From an optimization exercise on the open Yosys and OpenROAD flow, aimed at small area, a short achievable clock period and few clock cycles; shortcuts taken in it are not production practice. Only simulation tests tie the RTL to the original design; equivalence was not proved. Power and IR drop assume default switching activity.

`flow/design.v`:
```
module tascardll_engine (
    input  wire        clk,
    input  wire        rst,
    input  wire        h_valid,
    input  wire        h_write,
    input  wire [7:0]  h_addr,
    input  wire [31:0] h_wdata,
    output wire        h_ready,
    output reg         h_rvalid,
    output reg  [31:0] h_rdata,
    output reg         m_valid,
    output reg         m_we,
    output reg  [31:0] m_addr,
    output reg  [7:0]  m_wdata,
    input  wire        m_ready,
    input  wire [7:0]  m_rdata
);
    localparam [7:0] MARKER_HEADER = 8'h48;
    localparam [7:0] MARKER_AUDIO  = 8'h41;
    localparam [3:0] E_SUCCESS = 4'd0, E_GENERIC = 4'd1, E_PTR = 4'd2, E_MEM = 4'd3,
                     E_NOTHDR = 4'd4, E_NOAUDIO = 4'd5, E_PROTO = 4'd6, E_DIMS = 4'd7,
                     E_CHKSUM = 4'd8;
    localparam [7:0] OP_CRC_INIT = 8'h01, OP_CRC_BYTE = 8'h02, OP_CRC_SPAN = 8'h03,
                     OP_CRC32 = 8'h04, OP_BUILD_DESC = 8'h10, OP_HDR_SIZE = 8'h11,
                     OP_AUDIO_SIZE = 8'h12, OP_ENC_HDR = 8'h20, OP_DEC_HDR = 8'h21,
                     OP_ENC_AUD = 8'h22, OP_DEC_AUD = 8'h23, OP_PARSE = 8'h24;
    localparam [4:0] S_IDLE     = 5'd0,
                     S_DECODE   = 5'd1,
                     S_CRC_RD   = 5'd2,
                     S_DESC_CRC = 5'd3,
                     S_EH_WR    = 5'd4,
                     S_DH_MARK  = 5'd5,
                     S_DH_RD    = 5'd6,
                     S_DH_CHK   = 5'd7,
                     S_AUD_CHK  = 5'd8,
                     S_EA_HDR   = 5'd9,
                     S_EA_SRD   = 5'd10,
                     S_EA_CONV  = 5'd11,
                     S_EA_PWR   = 5'd12,
                     S_DA_MARK  = 5'd13,
                     S_DA_CRC   = 5'd14,
                     S_DA_IDX   = 5'd15,
                     S_DA_PRD   = 5'd16,
                     S_DA_DIV   = 5'd17,
                     S_DA_NORM  = 5'd18,
                     S_DA_SWR   = 5'd19,
                     S_LOOP     = 5'd20;
    reg [31:0] buf_addr, buf_cap, smp_addr, smp_count, smp_index;
    reg [31:0] p_rate;
    reg [15:0] p_format, p_channels, p_framesize;
    reg [15:0] d_proto, d_fmt, d_ch, d_fs;
    reg [31:0] d_rate, d_crc;
    reg        desc_valid;
    reg [31:0] crc_acc;
    reg [3:0]  st_err;
    reg [3:0]  st_detail;
    reg [1:0]  st_kind;
    reg [63:0] result_len;
    reg [4:0]   state;
    reg [31:0]  cmd;
    reg         parse;        
    reg         decoding;     
    reg [31:0]  crc_w;        
    reg [127:0] rb;           
    reg [135:0] sh;           
    reg [4:0]   bcnt;         
    reg [31:0]  cnt;          
    reg [31:0]  n_smp;        
    reg [34:0]  f_size;       
    reg [31:0]  bptr;         
    reg [31:0]  sptr;         
    reg [31:0]  sbuf;         
    reg [31:0]  obuf;         
    reg [31:0]  idx_r;        
    reg         pcmf;         
    reg [55:0]  dvd;
    reg [15:0]  rem;
    reg [40:0]  quo;
    reg [5:0]   dcnt;
    reg         dsign;
    assign h_ready = (state == S_IDLE);
    function [31:0] crc_step;
        input [31:0] a;
        input [7:0]  b;
        integer i;
        reg [31:0] c;
        begin
            c = a ^ {24'd0, b};
            for (i = 0; i < 8; i = i + 1)
                c = c[0] ? ((c >> 1) ^ 32'hEDB88320) : (c >> 1);
            crc_step = c;
        end
    endfunction
    function [15:0] quantise;
        input [31:0] p;
        reg [7:0]  e;
        reg [23:0] mm;
        reg [8:0]  ee;
        reg [38:0] prod;
        reg [38:0] shr;
        reg [15:0] mag;
        reg [8:0]  k;
        begin
            e  = p[30:23];
            mm = (e == 8'd0) ? {1'b0, p[22:0]} : {1'b1, p[22:0]};
            ee = (e == 8'd0) ? 9'd1 : {1'b0, e};
            prod = ({mm, 15'd0}) - {15'd0, mm};
            if (ee >= 9'd150) begin
                k = ee - 9'd150;
                mag = (k >= 9'd16) ? 16'd0 : (prod[15:0] << k[3:0]);
            end else begin
                k = 9'd150 - ee;
                shr = prod >> k[5:0];
                mag = (k >= 9'd39) ? 16'd0 : shr[15:0];
            end
            if (e == 8'd255)
                quantise = 16'd0;
            else
                quantise = p[31] ? (16'd0 - mag) : mag;
        end
    endfunction
    function [5:0] lead_pos;
        input [40:0] q;
        integer i;
        begin
            lead_pos = 6'd25;
            for (i = 25; i <= 40; i = i + 1)
                if (q[i]) lead_pos = i[5:0];
        end
    endfunction
    reg [5:0]  nl;
    reg [40:0] qn;
    reg [24:0] mr;
    reg        rnd_up;
    reg [7:0]  rexp;
    reg [31:0] restored;
    always @(*) begin
        nl = lead_pos(quo);
        qn = quo << (6'd40 - nl);
        rnd_up = qn[16] & ((|qn[15:0]) | (rem != 16'd0) | qn[17]);
        mr = {1'b0, qn[40:17]} + {24'd0, rnd_up};
        rexp = {2'b00, nl} + 8'd87;
        if (mr[24])
            restored = {dsign, rexp + 8'd1, 23'd0};
        else
            restored = {dsign, rexp, mr[22:0]};
    end
    wire [31:0] n_desc    = d_ch * d_fs;
    wire        fmt_ok    = (d_fmt == 16'd0) || (d_fmt == 16'd1);
    wire [34:0] size_desc = ((d_fmt == 16'd1) ? {1'b0, n_desc, 2'b00} : {2'b00, n_desc, 1'b0}) + 35'd9;
    wire [127:0] ser_desc = {d_crc, d_fs, d_ch, d_rate, d_fmt, d_proto};
    reg [31:0] rd_mux;
    always @(*) begin
        case (h_addr)
            8'h04: rd_mux = {18'd0, st_kind, st_detail, 4'd0, st_err};
            8'h08: rd_mux = result_len[31:0];
            8'h0C: rd_mux = result_len[63:32];
            8'h10: rd_mux = buf_addr;
            8'h14: rd_mux = buf_cap;
            8'h18: rd_mux = smp_addr;
            8'h1C: rd_mux = smp_count;
            8'h20: rd_mux = smp_index;
            8'h24: rd_mux = p_rate;
            8'h28: rd_mux = {16'd0, p_format};
            8'h2C: rd_mux = {16'd0, p_channels};
            8'h30: rd_mux = {16'd0, p_framesize};
            8'h34: rd_mux = {d_fmt, d_proto};
            8'h38: rd_mux = d_rate;
            8'h3C: rd_mux = {d_fs, d_ch};
            8'h40: rd_mux = d_crc;
            8'h44: rd_mux = {31'd0, desc_valid};
            8'h48: rd_mux = crc_acc;
            8'h4C: rd_mux = ~crc_acc;
            default: rd_mux = 32'd0;
        endcase
    end
    always @(*) begin
        m_valid = 1'b0;
        m_we    = 1'b0;
        m_addr  = bptr;
        m_wdata = sh[7:0];
        case (state)
            S_CRC_RD, S_DH_MARK, S_DH_RD, S_DA_MARK, S_DA_CRC, S_DA_IDX, S_DA_PRD:
                m_valid = 1'b1;
            S_EH_WR, S_EA_HDR: begin
                m_valid = 1'b1;
                m_we    = 1'b1;
            end
            S_EA_SRD: begin
                m_valid = 1'b1;
                m_addr  = sptr;
            end
            S_EA_PWR: begin
                m_valid = 1'b1;
                m_we    = 1'b1;
                m_wdata = obuf[7:0];
            end
            S_DA_SWR: begin
                m_valid = 1'b1;
                m_we    = 1'b1;
                m_addr  = sptr;
                m_wdata = obuf[7:0];
            end
            default: ;
        endcase
    end
    wire mem_go = m_valid & m_ready;
    always @(posedge clk) begin
        h_rvalid <= 1'b0;
        if (rst) begin
            buf_addr   <= 32'd0;
            buf_cap    <= 32'd0;
            smp_addr   <= 32'd0;
            smp_count  <= 32'd0;
            smp_index  <= 32'd0;
            p_rate     <= 32'd0;
            p_format   <= 16'd0;
            p_channels <= 16'd0;
            p_framesize<= 16'd0;
            d_proto    <= 16'd0;
            d_fmt      <= 16'd0;
            d_rate     <= 32'd0;
            d_ch       <= 16'd0;
            d_fs       <= 16'd0;
            d_crc      <= 32'd0;
            desc_valid <= 1'b0;
            crc_acc    <= 32'hFFFFFFFF;
            st_err     <= 4'd0;
            st_detail  <= 4'd0;
            st_kind    <= 2'd0;
            result_len <= 64'd0;
            state      <= S_IDLE;
            h_rdata    <= 32'd0;
        end else begin
            case (state)
            S_IDLE: begin
                if (h_valid) begin
                    if (h_write) begin
                        case (h_addr)
                            8'h00: begin
                                cmd   <= h_wdata;
                                state <= S_DECODE;
                            end
                            8'h10: buf_addr    <= h_wdata;
                            8'h14: buf_cap     <= h_wdata;
                            8'h18: smp_addr    <= h_wdata;
                            8'h1C: smp_count   <= h_wdata;
                            8'h20: smp_index   <= h_wdata;
                            8'h24: p_rate      <= h_wdata;
                            8'h28: p_format    <= h_wdata[15:0];
                            8'h2C: p_channels  <= h_wdata[15:0];
                            8'h30: p_framesize <= h_wdata[15:0];
                            default: ;
                        endcase
                    end else begin
                        h_rdata  <= rd_mux;
                        h_rvalid <= 1'b1;
                    end
                end
            end
            S_DECODE: begin
                st_kind <= 2'd0;
                st_detail <= 4'd0;
                st_err <= E_SUCCESS;
                result_len <= 64'd0;
                parse <= (cmd[7:0] == OP_PARSE);
                decoding <= 1'b0;
                bptr <= buf_addr;
                sptr <= smp_addr;
                bcnt <= 5'd0;
                state <= S_IDLE;
                if (cmd[31:16] != 16'd0 || (cmd[7:0] != OP_CRC_BYTE && cmd[15:8] != 8'd0)) begin
                    st_err <= E_GENERIC;
                    st_detail <= 4'd1;
                end else begin
                    case (cmd[7:0])
                        OP_CRC_INIT: crc_acc <= 32'hFFFFFFFF;
                        OP_CRC_BYTE: crc_acc <= crc_step(crc_acc, cmd[15:8]);
                        OP_CRC_SPAN, OP_CRC32: begin
                            if (cmd[7:0] == OP_CRC32)
                                crc_acc <= 32'hFFFFFFFF;
                            cnt <= buf_cap;
                            result_len <= {32'd0, buf_cap};
                            if (buf_cap != 32'd0)
                                state <= S_CRC_RD;
                        end
                        OP_BUILD_DESC: begin
                            rb <= {32'd0, p_framesize, p_channels, p_rate, p_format, 16'd1};
                            crc_w <= 32'hFFFFFFFF;
                            state <= S_DESC_CRC;
                        end
                        OP_HDR_SIZE: result_len <= 64'd17;
                        OP_AUDIO_SIZE: begin
                            if (!desc_valid) begin
                                st_err <= E_GENERIC;
                                st_detail <= 4'd2;
                            end else if (!fmt_ok) begin
                                st_err <= E_GENERIC;
                                st_detail <= 4'd3;
                            end else
                                result_len <= {29'd0, size_desc};
                        end
                        OP_ENC_HDR: begin
                            if (!desc_valid) begin
                                st_err <= E_GENERIC;
                                st_detail <= 4'd2;
                            end else if (buf_addr == 32'd0)
                                st_err <= E_PTR;
                            else if (buf_cap < 32'd17)
                                st_err <= E_MEM;
                            else begin
                                sh <= {ser_desc, MARKER_HEADER};
                                state <= S_EH_WR;
                            end
                        end
                        OP_DEC_HDR, OP_PARSE: begin
                            if (buf_addr == 32'd0)
                                st_err <= E_PTR;
                            else if (buf_cap < 32'd17)
                                st_err <= E_MEM;
                            else
                                state <= S_DH_MARK;
                        end
                        OP_ENC_AUD: state <= S_AUD_CHK;
                        OP_DEC_AUD: begin
                            decoding <= 1'b1;
                            state <= S_AUD_CHK;
                        end
                        default: begin
                            st_err <= E_GENERIC;
                            st_detail <= 4'd1;
                        end
                    endcase
                end
            end
            S_CRC_RD: begin
                if (mem_go) begin
                    crc_acc <= crc_step(crc_acc, m_rdata);
                    bptr <= bptr + 32'd1;
                    cnt <= cnt - 32'd1;
                    if (cnt == 32'd1)
                        state <= S_IDLE;
                end
            end
            S_DESC_CRC: begin
                crc_w <= crc_step(crc_w, rb[8*bcnt[3:0] +: 8]);
                bcnt <= bcnt + 5'd1;
                if (bcnt == 5'd15) begin
                    d_proto <= rb[15:0];
                    d_fmt   <= rb[31:16];
                    d_rate  <= rb[63:32];
                    d_ch    <= rb[79:64];
                    d_fs    <= rb[95:80];
                    d_crc   <= ~crc_step(crc_w, rb[127:120]);
                    desc_valid <= 1'b1;
                    state <= S_IDLE;
                end
            end
            S_EH_WR: begin
                if (mem_go) begin
                    sh <= sh >> 8;
                    bptr <= bptr + 32'd1;
                    bcnt <= bcnt + 5'd1;
                    if (bcnt == 5'd16) begin
                        result_len <= 64'd17;
                        state <= S_IDLE;
                    end
                end
            end
            S_DH_MARK: begin
                if (mem_go) begin
                    if (m_rdata == MARKER_HEADER) begin
                        bptr <= bptr + 32'd1;
                        crc_w <= 32'hFFFFFFFF;
                        state <= S_DH_RD;
                    end else if (parse) begin
                        decoding <= 1'b1;
                        state <= S_AUD_CHK;
                    end else begin
                        st_err <= E_NOTHDR;
                        state <= S_IDLE;
                    end
                end
            end
            S_DH_RD: begin
                if (mem_go) begin
                    rb <= {m_rdata, rb[127:8]};
                    crc_w <= crc_step(crc_w, (bcnt >= 5'd12) ? 8'd0 : m_rdata);
                    bptr <= bptr + 32'd1;
                    bcnt <= bcnt + 5'd1;
                    if (bcnt == 5'd15)
                        state <= S_DH_CHK;
                end
            end
            S_DH_CHK: begin
                state <= S_IDLE;
                if (~crc_w != rb[127:96])
                    st_err <= E_CHKSUM;
                else if (rb[15:0] != 16'd1)
                    st_err <= E_PROTO;
                else begin
                    d_proto <= rb[15:0];
                    d_fmt   <= rb[31:16];
                    d_rate  <= rb[63:32];
                    d_ch    <= rb[79:64];
                    d_fs    <= rb[95:80];
                    d_crc   <= rb[127:96];
                    desc_valid <= 1'b1;
                    st_kind <= 2'd1;
                    result_len <= 64'd17;
                end
            end
            S_AUD_CHK: begin
                n_smp  <= n_desc;
                f_size <= size_desc;
                pcmf   <= (d_fmt == 16'd1);
                bptr   <= buf_addr;
                sptr   <= smp_addr;
                bcnt   <= 5'd0;
                cnt    <= 32'd0;
                state  <= S_IDLE;
                if (!desc_valid) begin
                    st_err <= E_GENERIC;
                    st_detail <= 4'd2;
                end else if (!fmt_ok) begin
                    st_err <= E_GENERIC;
                    st_detail <= 4'd3;
                end else if (smp_addr == 32'd0 || buf_addr == 32'd0)
                    st_err <= E_PTR;
                else if (smp_count != n_desc)
                    st_err <= E_DIMS;
                else if ({3'd0, buf_cap} < size_desc)
                    st_err <= E_MEM;
                else if (decoding)
                    state <= S_DA_MARK;
                else begin
                    sh <= {64'd0, smp_index, d_crc, MARKER_AUDIO};
                    state <= S_EA_HDR;
                end
            end
            S_EA_HDR: begin
                if (mem_go) begin
                    sh <= sh >> 8;
                    bptr <= bptr + 32'd1;
                    bcnt <= bcnt + 5'd1;
                    if (bcnt == 5'd8) begin
                        bcnt <= 5'd0;
                        state <= S_LOOP;
                    end
                end
            end
            S_EA_SRD: begin
                if (mem_go) begin
                    sbuf <= {m_rdata, sbuf[31:8]};
                    sptr <= sptr + 32'd1;
                    bcnt <= bcnt + 5'd1;
                    if (bcnt == 5'd3) begin
                        bcnt <= 5'd0;
                        state <= S_EA_CONV;
                    end
                end
            end
            S_EA_CONV: begin
                obuf <= pcmf ? sbuf : {16'd0, quantise(sbuf)};
                state <= S_EA_PWR;
            end
            S_EA_PWR: begin
                if (mem_go) begin
                    obuf <= obuf >> 8;
                    bptr <= bptr + 32'd1;
                    bcnt <= bcnt + 5'd1;
                    if (bcnt == (pcmf ? 5'd3 : 5'd1)) begin
                        bcnt <= 5'd0;
                        cnt <= cnt + 32'd1;
                        state <= S_LOOP;
                    end
                end
            end
            S_DA_MARK: begin
                if (mem_go) begin
                    bptr <= bptr + 32'd1;
                    if (m_rdata != MARKER_AUDIO) begin
                        st_err <= E_NOAUDIO;
                        state <= S_IDLE;
                    end else
                        state <= S_DA_CRC;
                end
            end
            S_DA_CRC: begin
                if (mem_go) begin
                    sbuf <= {m_rdata, sbuf[31:8]};
                    bptr <= bptr + 32'd1;
                    bcnt <= bcnt + 5'd1;
                    if (bcnt == 5'd3) begin
                        bcnt <= 5'd0;
                        if ({m_rdata, sbuf[31:8]} != d_crc) begin
                            st_err <= E_CHKSUM;
                            state <= S_IDLE;
                        end else
                            state <= S_DA_IDX;
                    end
                end
            end
            S_DA_IDX: begin
                if (mem_go) begin
                    sbuf <= {m_rdata, sbuf[31:8]};
                    bptr <= bptr + 32'd1;
                    bcnt <= bcnt + 5'd1;
                    if (bcnt == 5'd3) begin
                        bcnt <= 5'd0;
                        idx_r <= {m_rdata, sbuf[31:8]};
                        state <= S_LOOP;
                    end
                end
            end
            S_DA_PRD: begin
                if (mem_go) begin
                    sbuf <= {m_rdata, sbuf[31:8]};
                    bptr <= bptr + 32'd1;
                    bcnt <= bcnt + 5'd1;
                    if (bcnt == (pcmf ? 5'd3 : 5'd1)) begin
                        bcnt <= 5'd0;
                        if (pcmf) begin
                            obuf <= {m_rdata, sbuf[31:8]};
                            state <= S_DA_SWR;
                        end else begin
                            dsign <= m_rdata[7];
                            dvd <= {(m_rdata[7] ? (16'd0 - {m_rdata, sbuf[31:24]}) : {m_rdata, sbuf[31:24]}), 40'd0};
                            rem <= 16'd0;
                            quo <= 41'd0;
                            dcnt <= 6'd56;
                            if ({m_rdata, sbuf[31:24]} == 16'd0) begin
                                obuf <= 32'd0;
                                state <= S_DA_SWR;
                            end else
                                state <= S_DA_DIV;
                        end
                    end
                end
            end
            S_DA_DIV: begin
                if ({rem[14:0], dvd[55]} >= 16'd32767) begin
                    rem <= {rem[14:0], dvd[55]} - 16'd32767;
                    quo <= {quo[39:0], 1'b1};
                end else begin
                    rem <= {rem[14:0], dvd[55]};
                    quo <= {quo[39:0], 1'b0};
                end
                dvd <= dvd << 1;
                dcnt <= dcnt - 6'd1;
                if (dcnt == 6'd1)
                    state <= S_DA_NORM;
            end
            S_DA_NORM: begin
                obuf <= restored;
                state <= S_DA_SWR;
            end
            S_DA_SWR: begin
                if (mem_go) begin
                    obuf <= obuf >> 8;
                    sptr <= sptr + 32'd1;
                    bcnt <= bcnt + 5'd1;
                    if (bcnt == 5'd3) begin
                        bcnt <= 5'd0;
                        cnt <= cnt + 32'd1;
                        state <= S_LOOP;
                    end
                end
            end
            S_LOOP: begin
                if (cnt == n_smp) begin
                    result_len <= {29'd0, f_size};
                    if (decoding) begin
                        smp_index <= idx_r;
                        st_kind <= 2'd2;
                    end
                    state <= S_IDLE;
                end else if (decoding)
                    state <= S_DA_PRD;
                else
                    state <= S_EA_SRD;
            end
            default: state <= S_IDLE;
            endcase
        end
    end
endmodule
```
`flow/run.sh`:
```
#!/bin/bash
# synth_recipe.tcl (not shown) runs the flow's synth.tcl, then flattens the netlist and writes it again
# the make line also repeats each setting of config.mk as NAME=value (left out here)
make -C /OpenROAD-flow-scripts/flow DESIGN_CONFIG=/design/flow/config.mk WORK_HOME=/design/flow/orfs CLKGATE_MAP_FILE= SYNTH_SCRIPT=/design/flow/synth_recipe.tcl finish
```
`flow/config.mk`:
```
export PLATFORM = sky130hd
export DESIGN_NAME = tascardll_engine
export DESIGN_NICKNAME = tascardll_engine
export VERILOG_FILES = /design/flow/design.v
export SDC_FILE = /design/flow/constraint.sdc
export NUM_CORES = 4
export LEC_CHECK = 0
export CAP_MARGIN = 20
export CORE_MARGIN = 2
export CORE_UTILIZATION = 40
export SLEW_MARGIN = 20
```
`flow/constraint.sdc`:
```
create_clock -name core_clock -period 12.0 [get_ports {clk}]
set_input_delay 2.4000 -clock core_clock [delete_from_list [all_inputs] [get_ports {clk}]]
set_output_delay 2.4000 -clock core_clock [all_outputs]
set_load 0.01 [all_outputs]
```
==> results.json <==
{
  "status": "no timing/DRC/antenna violations",
  "firstDrtPassIters": 10,
  "fmax_mhz": 86.6,
  "syn_area_um2": 79200,
  "holdBufCountCts": 0,
  "grt_max_degree": 161,
  "detail-route-antenna-nets": 0,
  "critical_path.max_stage_delay_ns": 0.76,
  "ys_types": 117,
  "seq_area_um2": 29900,
  "power_density_nw_per_um2": 141,
  "synth_edf_count": 674,
  "leakage_nw": 31.0,
  "cts_max_path_buffers": 3,
  "start_util": 0.402,
  "placed_cells": 11600,
  "drc_errors": 0,
  "setup_violations": 0,
  "cts_sinks": 1156,
  "num_vias": 76500,
  "yosys.area_share.simple": 0.204,
  "rsz0062_at_grt": "false",
  "cts_made_buffers": 138,
  "path_buf_inv": 8,
  "worstMarginPinSlew_ns": 1.36,
  "layout_common_cells": "nand2_1, edfxtp_1, a21oi_1, nor2_1, dfxtp_1",
  "nets": 9470,
  "vdd_ir_drop_max_uv": 147,
  "cts_tree": "yes",
  "clock-skew-final_ns": 0.0570,
  "crit_arrival_ns": 12.01,
  "area_growth_pct": 11.6,
  "cp_slowest_cell": "dfxtp_1",
  "worstPathMaxFanout": 43,
  "core_area_um2": 197000,
  "totalWireLength_um": 392000,
  "pwr-share-seq": 0.390,
  "routed_via_density": 6.46,
  "crit_required_ns": 12.46,
  "drive_gt1_frac": 0.0831,
  "synth_area_per_cell_um2": 8.60,
  "tns_ns": 0,
  "final_common_cell": "nand2_1",
  "cts.repair.resized": 0,
  "die_y_um": 449,
  "wl_per_cell_um": 33.1,
  "ys_warn_count": 1,
  "fillers": 19400,
  "antenna_found_initial": 33,
  "p_int_mw": 8.13,
  "rows": 163,
  "ys_async_sr_fraction": 0,
  "ys_ff_latch": 1156,
  "die-area_um2": 201000,
  "grt_pass1_vias": 70900,
  "post-cts-setup-buffers": 0,
  "endpoint_kind": "flop",
  "swShare": 0.346,
  "synth_compound_area_frac": 0.186,
  "fin_crit_sh": 0.962,
  "power_switching_mw": 4.29,
  "layout_setup_ws_ns": 0.452,
  "path_delay_family": "adder cells",
  "worstHoldPathType": "flop to flop",
  "synth_cells": 9204,
  "pwr-share-comb": 0.254,
  "hold_violations": 0,
  "fin_cells": 11800,
  "muxShareOfSynthArea": 0.0336,
  "start_kind": "flop",
  "synth-seq-area-share": 0.378,
  "slew_headroom": 0.0940,
  "dp_hpwl_um": 287000,
  "drv_cap": 0,
  "synth_xor_area_frac": 0.0732,
  "grtUsageTotal": 0.375,
  "cts_root_buffer": "clkbuf_16",
  "dp_worst_setup_slack_ns": 0.665,
  "synth_ff_type": "edfxtp_1",
  "total_power_mw": 12.4,
  "grt_pass1_wl_um": 549000,
  "drtIter0Drc": 11200,
  "synth_top_family_by_area": "simple AND/OR/NAND/NOR gates",
  "die_x_um": 449,
  "synth-adder-area-share": 0.0750,
  "path_class": "flop to flop",
  "maxSlewViolCount": 0,
  "period_minus_slack_ns": 11.55,
  "insertion_delay_ns": 0.84,
  "multi_input_area_um2": 45600,
  "cts_max_level": 4,
  "path_clk_slew_ns": 0.06,
  "clkPwrFrac": 0.356,
  "boundaryPins": 129,
  "port_buffers": 128,
  "syn-num-nets": 9614,
  "gp_congestion": 1.05,
  "overflow": 0
}
-- per-layer routing --
layer | GRT usage | routed length (µm) | vias up
li1 | - | - | 32600
met1 | 0.474 | 149000 | 37700
met2 | 0.567 | 170000 | 5002
met3 | 0.0740 | 37300 | 1211
met4 | 0.282 | 35100 | 28
met5 | 0 | 169 | -
-- Yosys cell counts, drive strengths merged (28+ instances only) --
cell type,instances,area share
a21o,36,0.0034
xnor2,422,0.047
o22ai,34,0.0028
xor2,237,0.026
nand4,113,0.0089
a211o,48,0.0053
or3,41,0.0034
nor3,199,0.013
edfxtp,674,0.26
a22oi,254,0.024
nor2b,30,0.0024
a211oi,95,0.0091
fa,194,0.049
o221ai,34,0.0038
a311oi,50,0.0057
o2111ai,44,0.0049
a31oi,48,0.0039
nor2,543,0.026
ha,163,0.026
nand3,176,0.011
o31ai,38,0.0036
and2,257,0.020
o211ai,72,0.0069
nor4,112,0.0099
clkbuf,602,0.029
nand2b,28,0.0022
inv,345,0.016
and3,57,0.0045
a21oi,678,0.043
a221oi,102,0.011
dfxtp,482,0.12
o21ai,397,0.025
mux2,59,0.0084
buf,88,0.0054
nand2,1927,0.091
a22o,45,0.0050
mux2i,64,0.0081
mux4,60,0.017
-- registers in the layout, indices dropped and copies added (netlist names), 34 cells and up --
name	flops
sh	136
rb	128
quo	41
result_len	35
f_size	34
-- worst paths after layout --
kind,from,endpoint,slack [ns],depth (start not counted)
min reg2reg,d_rate[4],d_rate[4],0.48,2
max,d_ch[6],sh[6],0.45,38
max reg2reg,d_ch[6],sh[6],0.45,38
min,d_rate[4],d_rate[4],0.48,2
-- metrics by stage --
stage	area [µm²]	utilization	hold WS (ns)
after floorplan	79200	-	0.432
after global placement	83500	0.424	0.446
after detailed placement	83500	0.424	0.465
after CTS	88200	0.448	0.474
after global routing	88300	0.448	0.490
final	88300	0.448	0.475
-- power groups by stage --
stage	clock [mW]	combinational (mW)	sequential, mW
2_1_floorplan	0	2.10	4.71
3_3_place_gp	0	3.03	4.90
3_5_place_dp	0	3.05	4.90
4_1_cts	4.44	3.07	4.82
5_1_grt	4.58	3.34	4.84
6_report	4.42	3.15	4.84
-- area by class of cell --
cell class	count	area share
multi-input cells	7008	0.517
flip-flops and latches	1156	0.338
clock buffers	195	0.0445
repair buffers	406	0.0392
well taps	2640	0.0374
inverters	350	0.0149
clock inverters	62	0.00856
diodes	16	0.000453
-- cells by family after synthesis --
group | count (synthesis)
simple gates | 3590
compound gates | 2217
flops | 1156
buf+inv | 1040
xor+xnor | 660
fa+ha+maj | 358
mux | 183
-- tightest hold or removal path: stages (launching register included) --
cell     delay (ns)
dfxtp_1        0.32
nand2_1        0.06
a21oi_1        0.05
Testbench counts, summed over its fixed seeds: cycles 629,167.

-- afterwards: timing with drivers on the ports --
How much do the figures lean on ideal ports? The routed layout below was timed once more, with nothing changed but the port constraints. Step 1 (the two cells are an assumption about what drives the block):
set clk [get_ports {clk}]
set_driving_cell -lib_cell sky130_fd_sc_hd__clkbuf_16 $clk
set_driving_cell -lib_cell sky130_fd_sc_hd__buf_2 [delete_from_list [all_inputs] $clk]
Step 2 times the ports against the registers' clock, not the clock port: input delays grow and output delays shrink by t, the midpoint of the rising clock arrivals with the driver on. Three values: no drivers, after step 1, after step 2; two values: the first two.
shift t [ns]: 0.899
setup WS [ns]: 0.452 / 0.452 / 0.452
cell pins on the clock port's net: 1
After both steps setup and hold are still met in this run. For this run, drivers alone change the setup slack by 0.000 ns; drivers and shift together by 0.000 ns.
